Context: an optimization exercise on an open-source flow, tuned for small area. The choices shown serve that exercise and are no tape-out recipe. In this exercise RTL edits were held to simulation tests only and were not proved equivalent to the original. No driver is modelled on the clock port, so clock power and skew are understated where the tree is cut down; a real chip needs a root buffer or a tree. Power figures rest on the tool's default switching activity, not on a simulated workload.

Design owb_slave, start of the top module:
module owb_slave (
    input  wire        clk,
    input  wire        por,             
    input  wire        line_in,         
    input  wire [63:0] identity,        
    output wire        line_drive_low
);
    localparam [1:0] P_WAIT    = 2'd0;
    localparam [1:0] P_SLOT    = 2'd1;
    localparam [1:0] P_RSTPOLL = 2'd3;
    localparam [1:0] P_RSTSEQ  = 2'd2;
    localparam [2:0] M_IDLE  = 3'd0;    
    localparam [2:0] M_DC    = 3'd1;    
    localparam [2:0] M_RXA   = 3'd2;    
    localparam [2:0] M_RXB   = 3'd3;    
    localparam [2:0] M_DB    = 3'd4;    
    localparam [2:0] M_DA    = 3'd5;    
    localparam [2:0] M_REP   = 3'd6;    
    reg [1:0] ph;
    reg [7:0] t;
    reg [2:0] m;
    reg [5:0] cur;
    wire b;                             
    wire er    = (m == M_REP) | (m == M_DA) | (m == M_DB);
    wire armed = er & (b ^ (m != M_DB));    
    wire t0   = (t[4:0] == 5'd0);               
    wire t28  = t[4] & t[3] & t[2];             
    wire t198 = t[7] & t[6] & t[2] & t[1];      
    wire tz   = (t == 8'd0);                    
    wire tpr  = t[7] | t[6] | t[5] | t[4];      
    wire t164 = t[7] & t[5] & t[2];             
    assign line_drive_low = ((ph == P_SLOT) & t[7]) | ((ph == P_RSTSEQ) & tpr);
    reg [1:0] n_ph;
    reg [7:0] n_t;
    reg       ev_wbit, wbit, ev_rearm;
    always @(*) begin
        n_ph     = ph;
        n_t      = t + 1'b1;
        ev_wbit  = 1'b0;
        wbit     = 1'b0;
        ev_rearm = 1'b0;
        case (ph)
            P_WAIT: begin
                n_t     = {armed, 5'd0, t[0] & ~line_in, line_in};
                if (t[1]) begin
  ...
Size in the first run: about 190 cells after synthesis, ~19 flip-flops, roughly 68 I/O pins, ~1400 µm² of cells after synthesis.
clock: 10.0 ns
lec_check: 0
abc_area: 1
cap_margin: 20
core_margin: 2
core_utilization: 40
slew_margin: 20
standard.sh (not shown) runs the stock make flow with config.mk's settings and CLKGATE_MAP_FILE= SYNTH_SCRIPT=/design/flow/synth_recipe.tcl, a recipe that flattens the netlist after the stock synthesis.
==> flow/flow/run.sh <==
#!/bin/bash
# Own layout flow: the standard ORFS flow (standard.sh) with these changes.
# - The identity multiplexer (module owb_idmux) is taken from the hand-mapped
#   gate-level netlist flow/idmux_gl.v instead of being synthesised from the RTL.
# - Synthesis is synth_recipe.tcl unchanged except for its abc call
#   (flow/synth.tcl): ABC maps the design with each area-only script in
#   flow/abc_scripts.txt and the smallest mapping is kept. Yosys's adder
#   extraction is off (ADDER_MAP_FILE empty), so ABC maps the counters too.
# - The port buffers are buf_1 cells.
# - Clock tree synthesis uses clkbuf_4 buffers and adds no dummy loads; then
#   flow/post_cts.tcl removes the root buffer, which drives only the two leaf
#   buffers, so that the clock port drives them, and makes each leaf buffer
#   driving more than 10 clock pins a clkbuf_8.
# Logs: subst.log, flow_make.log (all of make's and ORFS's output) and ORFS's
# own per-step logs under orfs/logs.
set -euo pipefail
W=$PWD
export OWB_WORK_DIR=$W
export OWB_FLOW_DIR=$W/flow
python3 flow/subst.py design.v flow/idmux_gl.v > design_own.v 2> subst.log
export BUFFER_PORTS_ARGS="-buffer_cell sky130_fd_sc_hd__buf_1"
export CTS_ARGS="${OWB_CTS_ARGS:--repair_clock_nets -buf_list sky130_fd_sc_hd__clkbuf_4 -root_buf sky130_fd_sc_hd__clkbuf_4 -dont_use_dummy_load}"
export POST_CTS_TCL=$W/flow/post_cts.tcl
bash standard.sh VERILOG_FILES=$W/design_own.v SYNTH_SCRIPT=$W/flow/synth.tcl ADDER_MAP_FILE= finish > flow_make.log 2>&1
==> flow/flow/abc_scripts.txt <==
strash; dc2; &get -n; &dch; &nf -a -R 1000; &put; topo
strash; &get -n; &dch -f; &nf -a -R 1000; &put; topo
strash; &get -n; &fraig -x; &dc2; &dch -f; &nf -a -R 2000; &put; topo
strash; dch; map -a; topo
strash; dc2; &get -n; &dch; &nf -a -R 1000; &put; strash; dc2; &get -n; &dch; &nf -a -R 1000; &put; topo
strash; balance; rewrite; refactor; balance; rewrite; rewrite -z; balance; refactor -z; rewrite -z; balance; &get -n; &dch -f; &nf -a -R 1000; &put; topo
strash; dch; amap; topo
strash; dc2; dch -f; amap; topo
strash; dc2; &get -n; &dch; &nf -a -R 1000; &put; strash; dc2; &get -n; &dch; &nf -a -R 1000; &put; strash; dc2; &get -n; &dch; &nf -a -R 1000; &put; topo
strash; dc2; &get -n; &dch; &nf -a -R 1000; &put; strash; dc2; &get -n; &dch; &nf -a -R 1000; &put; strash; dc2; &get -n; &dch; &nf -a -R 1000; &put; strash; dc2; &get -n; &dch; &nf -a -R 1000; &put; topo
strash; dc2; &get -n; &dch; &nf -a -R 1000; &put; strash; &get -n; &dch -f; &nf -a -R 1000; &put; topo
strash; &get -n; &dch -f; &nf -a -R 1000; &put; strash; dc2; &get -n; &dch; &nf -a -R 1000; &put; topo
strash; dc2; &get -n; &dch; &nf -a -R 1000; &put; strash; dc2; &get -n; &dch; &nf -a -R 1000; &put; strash; dc2; &get -n; &dch; &nf -a -R 1000; &put; strash; dc2; &get -n; &dch; &nf -a -R 1000; &put; strash; dc2; &get -n; &dch; &nf -a -R 1000; &put; strash; dc2; &get -n; &dch; &nf -a -R 1000; &put; topo
strash; &get -n; &dch -f; &nf -a -R 1000; &put; strash; &get -n; &dch -f; &nf -a -R 1000; &put; strash; &get -n; &dch -f; &nf -a -R 1000; &put; strash; &get -n; &dch -f; &nf -a -R 1000; &put; topo
strash; dc2; &get -n; &dch -x; &nf -a -R 1000; &put; strash; dc2; &get -n; &dch -x; &nf -a -R 1000; &put; strash; dc2; &get -n; &dch -x; &nf -a -R 1000; &put; strash; dc2; &get -n; &dch -x; &nf -a -R 1000; &put; topo
strash; dc2; &get -n; &dch; &nf -a -R 1000; &put; strash; &get -n; &dch -f; &nf -a -R 1000; &put; strash; dc2; &get -n; &dch; &nf -a -R 1000; &put; strash; &get -n; &dch -f; &nf -a -R 1000; &put; topo
strash; &get -n; &synch2; &nf -a -R 1000; &put; strash; dc2; &get -n; &dch; &nf -a -R 1000; &put; strash; dc2; &get -n; &dch; &nf -a -R 1000; &put; strash; dc2; &get -n; &dch; &nf -a -R 1000; &put; topo
strash; dc2; &get -n; &dch; &nf -a -R 1000; &put; strash; dc2; &get -n; &dch; &nf -a -R 1000; &put; strash; dc2; &get -n; &dch; &nf -a -R 1000; &put; strash; dc2; &get -n; &dch; &nf -a -R 1000; &put; strash; &get -n; &dch -f; &nf -a -R 1000; &put; topo
strash; dc2; &get -n; &dch; &nf -a -R 2000 -C 24; &put; strash; dc2; &get -n; &dch; &nf -a -R 1000; &put; strash; dc2; &get -n; &dch; &nf -a -R 1000; &put; strash; dc2; &get -n; &dch; &nf -a -R 1000; &put; topo
strash; dc2; &get -n; &dch; &nf -a -R 1000; &put; mfs3 -a; topo
strash; dc2; &get -n; &dch; &nf -a -R 1000; &put; strash; dc2; &get -n; &dch; &nf -a -R 1000; &put; strash; dc2; &get -n; &dch; &nf -a -R 1000; &put; strash; dc2; &get -n; &dch; &nf -a -R 1000; &put; mfs3 -a; topo
strash; &get -n; &synch2; &nf -a -R 1000; &put; strash; dc2; &get -n; &dch; &nf -a -R 1000; &put; strash; dc2; &get -n; &dch; &nf -a -R 1000; &put; strash; dc2; &get -n; &dch; &nf -a -R 1000; &put; mfs3 -a; topo
strash; dc2; &get -n; &dch; &nf -a -R 1000; &put; strash; dc2; &get -n; &dch; &nf -a -R 1000; &put; strash; dc2; &get -n; &dch; &nf -a -R 1000; &put; strash; dc2; &get -n; &dch; &nf -a -R 1000; &put; mfs3 -ae -H 5 -R 4; topo
strash; &get -n; &synch2; &nf -a -R 1000; &put; strash; dc2; &get -n; &dch; &nf -a -R 1000; &put; strash; dc2; &get -n; &dch; &nf -a -R 1000; &put; strash; dc2; &get -n; &dch; &nf -a -R 1000; &put; mfs3 -ae -H 5 -R 4; topo
strash; dc2; &get -n; &dch; &nf -a -R 1000; &put; mfs3 -ae -H 5 -R 4; strash; dc2; &get -n; &dch; &nf -a -R 1000; &put; mfs3 -ae -H 5 -R 4; strash; dc2; &get -n; &dch; &nf -a -R 1000; &put; mfs3 -ae -H 5 -R 4; topo
strash; dc2; &get -n; &dch; &nf -a -R 1000; &put; strash; dc2; &get -n; &dch; &nf -a -R 1000; &put; strash; dc2; &get -n; &dch; &nf -a -R 1000; &put; strash; dc2; &get -n; &dch; &nf -a -R 1000; &put; mfs3 -ae -K 8 -H 6 -R 4; topo
strash; dc2; &get -n; &dch; &nf -a -R 1000; &put; strash; dc2; &get -n; &dch; &nf -a -R 1000; &put; strash; dc2; &get -n; &dch; &nf -a -R 1000; &put; strash; dc2; &get -n; &dch; &nf -a -R 1000; &put; mfs3 -ae -H 5 -R 4; mfs3 -ae -H 5 -R 4; topo
Other scripts of this flow, unchanged in this note and not shown: flow/flow/idmux_gl.v, flow/flow/post_cts.tcl, flow/flow/subst.py, flow/flow/synth.tcl
Edit:
--- a/flow/flow/abc_scripts.txt
+++ b/flow/flow/abc_scripts.txt
@@ -21,7 +21,3 @@
 strash; dc2; &get -n; &dch; &nf -a -R 1000; &put; strash; dc2; &get -n; &dch; &nf -a -R 1000; &put; strash; dc2; &get -n; &dch; &nf -a -R 1000; &put; strash; dc2; &get -n; &dch; &nf -a -R 1000; &put; mfs3 -a; topo
 strash; &get -n; &synch2; &nf -a -R 1000; &put; strash; dc2; &get -n; &dch; &nf -a -R 1000; &put; strash; dc2; &get -n; &dch; &nf -a -R 1000; &put; strash; dc2; &get -n; &dch; &nf -a -R 1000; &put; mfs3 -a; topo
-strash; dc2; &get -n; &dch; &nf -a -R 1000; &put; strash; dc2; &get -n; &dch; &nf -a -R 1000; &put; strash; dc2; &get -n; &dch; &nf -a -R 1000; &put; strash; dc2; &get -n; &dch; &nf -a -R 1000; &put; mfs3 -ae -H 5 -R 4; topo
-strash; &get -n; &synch2; &nf -a -R 1000; &put; strash; dc2; &get -n; &dch; &nf -a -R 1000; &put; strash; dc2; &get -n; &dch; &nf -a -R 1000; &put; strash; dc2; &get -n; &dch; &nf -a -R 1000; &put; mfs3 -ae -H 5 -R 4; topo
-strash; dc2; &get -n; &dch; &nf -a -R 1000; &put; mfs3 -ae -H 5 -R 4; strash; dc2; &get -n; &dch; &nf -a -R 1000; &put; mfs3 -ae -H 5 -R 4; strash; dc2; &get -n; &dch; &nf -a -R 1000; &put; mfs3 -ae -H 5 -R 4; topo
-strash; dc2; &get -n; &dch; &nf -a -R 1000; &put; strash; dc2; &get -n; &dch; &nf -a -R 1000; &put; strash; dc2; &get -n; &dch; &nf -a -R 1000; &put; strash; dc2; &get -n; &dch; &nf -a -R 1000; &put; mfs3 -ae -K 8 -H 6 -R 4; topo
-strash; dc2; &get -n; &dch; &nf -a -R 1000; &put; strash; dc2; &get -n; &dch; &nf -a -R 1000; &put; strash; dc2; &get -n; &dch; &nf -a -R 1000; &put; strash; dc2; &get -n; &dch; &nf -a -R 1000; &put; mfs3 -ae -H 5 -R 4; mfs3 -ae -H 5 -R 4; topo
+strash; dc2; &get -n; &dch; &nf -a -R 1000; &put; mfs3 -a; strash; dc2; &get -n; &dch; &nf -a -R 1000; &put; mfs3 -a; topo
=>
- worst setup slack is worse by 0.031 ns
- clock skew barely changes
- wire length came out lower by 0.74%
- total power came out lower by 3.3%
- count of clock-buffer cells in the layout does not change
- non-clock buffer count does not change
- global-route usage came out higher by 0.99 points
- cell area came out higher by 0.52%
- synthesized cell count came out higher by 1.1%
- sequential power came out lower by about 0.8%
Edit:
--- a/flow/flow/abc_scripts.txt
+++ b/flow/flow/abc_scripts.txt
@@ -18,6 +18,2 @@
 strash; dc2; &get -n; &dch; &nf -a -R 1000; &put; strash; dc2; &get -n; &dch; &nf -a -R 1000; &put; strash; dc2; &get -n; &dch; &nf -a -R 1000; &put; strash; dc2; &get -n; &dch; &nf -a -R 1000; &put; strash; &get -n; &dch -f; &nf -a -R 1000; &put; topo
 strash; dc2; &get -n; &dch; &nf -a -R 2000 -C 24; &put; strash; dc2; &get -n; &dch; &nf -a -R 1000; &put; strash; dc2; &get -n; &dch; &nf -a -R 1000; &put; strash; dc2; &get -n; &dch; &nf -a -R 1000; &put; topo
-strash; dc2; &get -n; &dch; &nf -a -R 1000; &put; mfs3 -a; topo
-strash; dc2; &get -n; &dch; &nf -a -R 1000; &put; strash; dc2; &get -n; &dch; &nf -a -R 1000; &put; strash; dc2; &get -n; &dch; &nf -a -R 1000; &put; strash; dc2; &get -n; &dch; &nf -a -R 1000; &put; mfs3 -a; topo
-strash; &get -n; &synch2; &nf -a -R 1000; &put; strash; dc2; &get -n; &dch; &nf -a -R 1000; &put; strash; dc2; &get -n; &dch; &nf -a -R 1000; &put; strash; dc2; &get -n; &dch; &nf -a -R 1000; &put; mfs3 -a; topo
-strash; dc2; &get -n; &dch; &nf -a -R 1000; &put; mfs3 -a; strash; dc2; &get -n; &dch; &nf -a -R 1000; &put; mfs3 -a; topo
- global-route usage goes down by 0.50 points
- design area goes up by 0.37%
- worst setup slack gets worse by 0.019 ns
- clock skew stays flat
- cell count goes down by 2.3%

re-timing with driven ports:
How much do the figures lean on ideal ports? The routed layouts below were timed once more, with nothing changed but the port constraints.
Step 1, drivers: a clkbuf_16 drives clk and a buf_2 each remaining input, both assumed.
Step 2 moves the port delays by t, midway between the first and last clock arrival at a register: inputs arrive t later, outputs are due t later. That takes back most of the time a late clock gives input paths.
a / b / c = ideal / step 1 / step 2; a / b = the first two.
run | shift t [ns] | slack for setup (ns) | worst setup path after step 2 | pins driven straight from the clock port
the first run | 0.175 | 5.312 / 5.320 / 5.145 | input to register | 2
the second run | 0.174 | 5.281 / 5.287 / 5.112 | input to register | 2
the third run | 0.188 | 5.263 / 5.269 / 5.081 | input to register | 2
After both steps setup and hold are still met in every run listed. The setup slack of the third run, which loses most, moves by +0.006 ns with the drivers and by -0.182 ns with both steps.
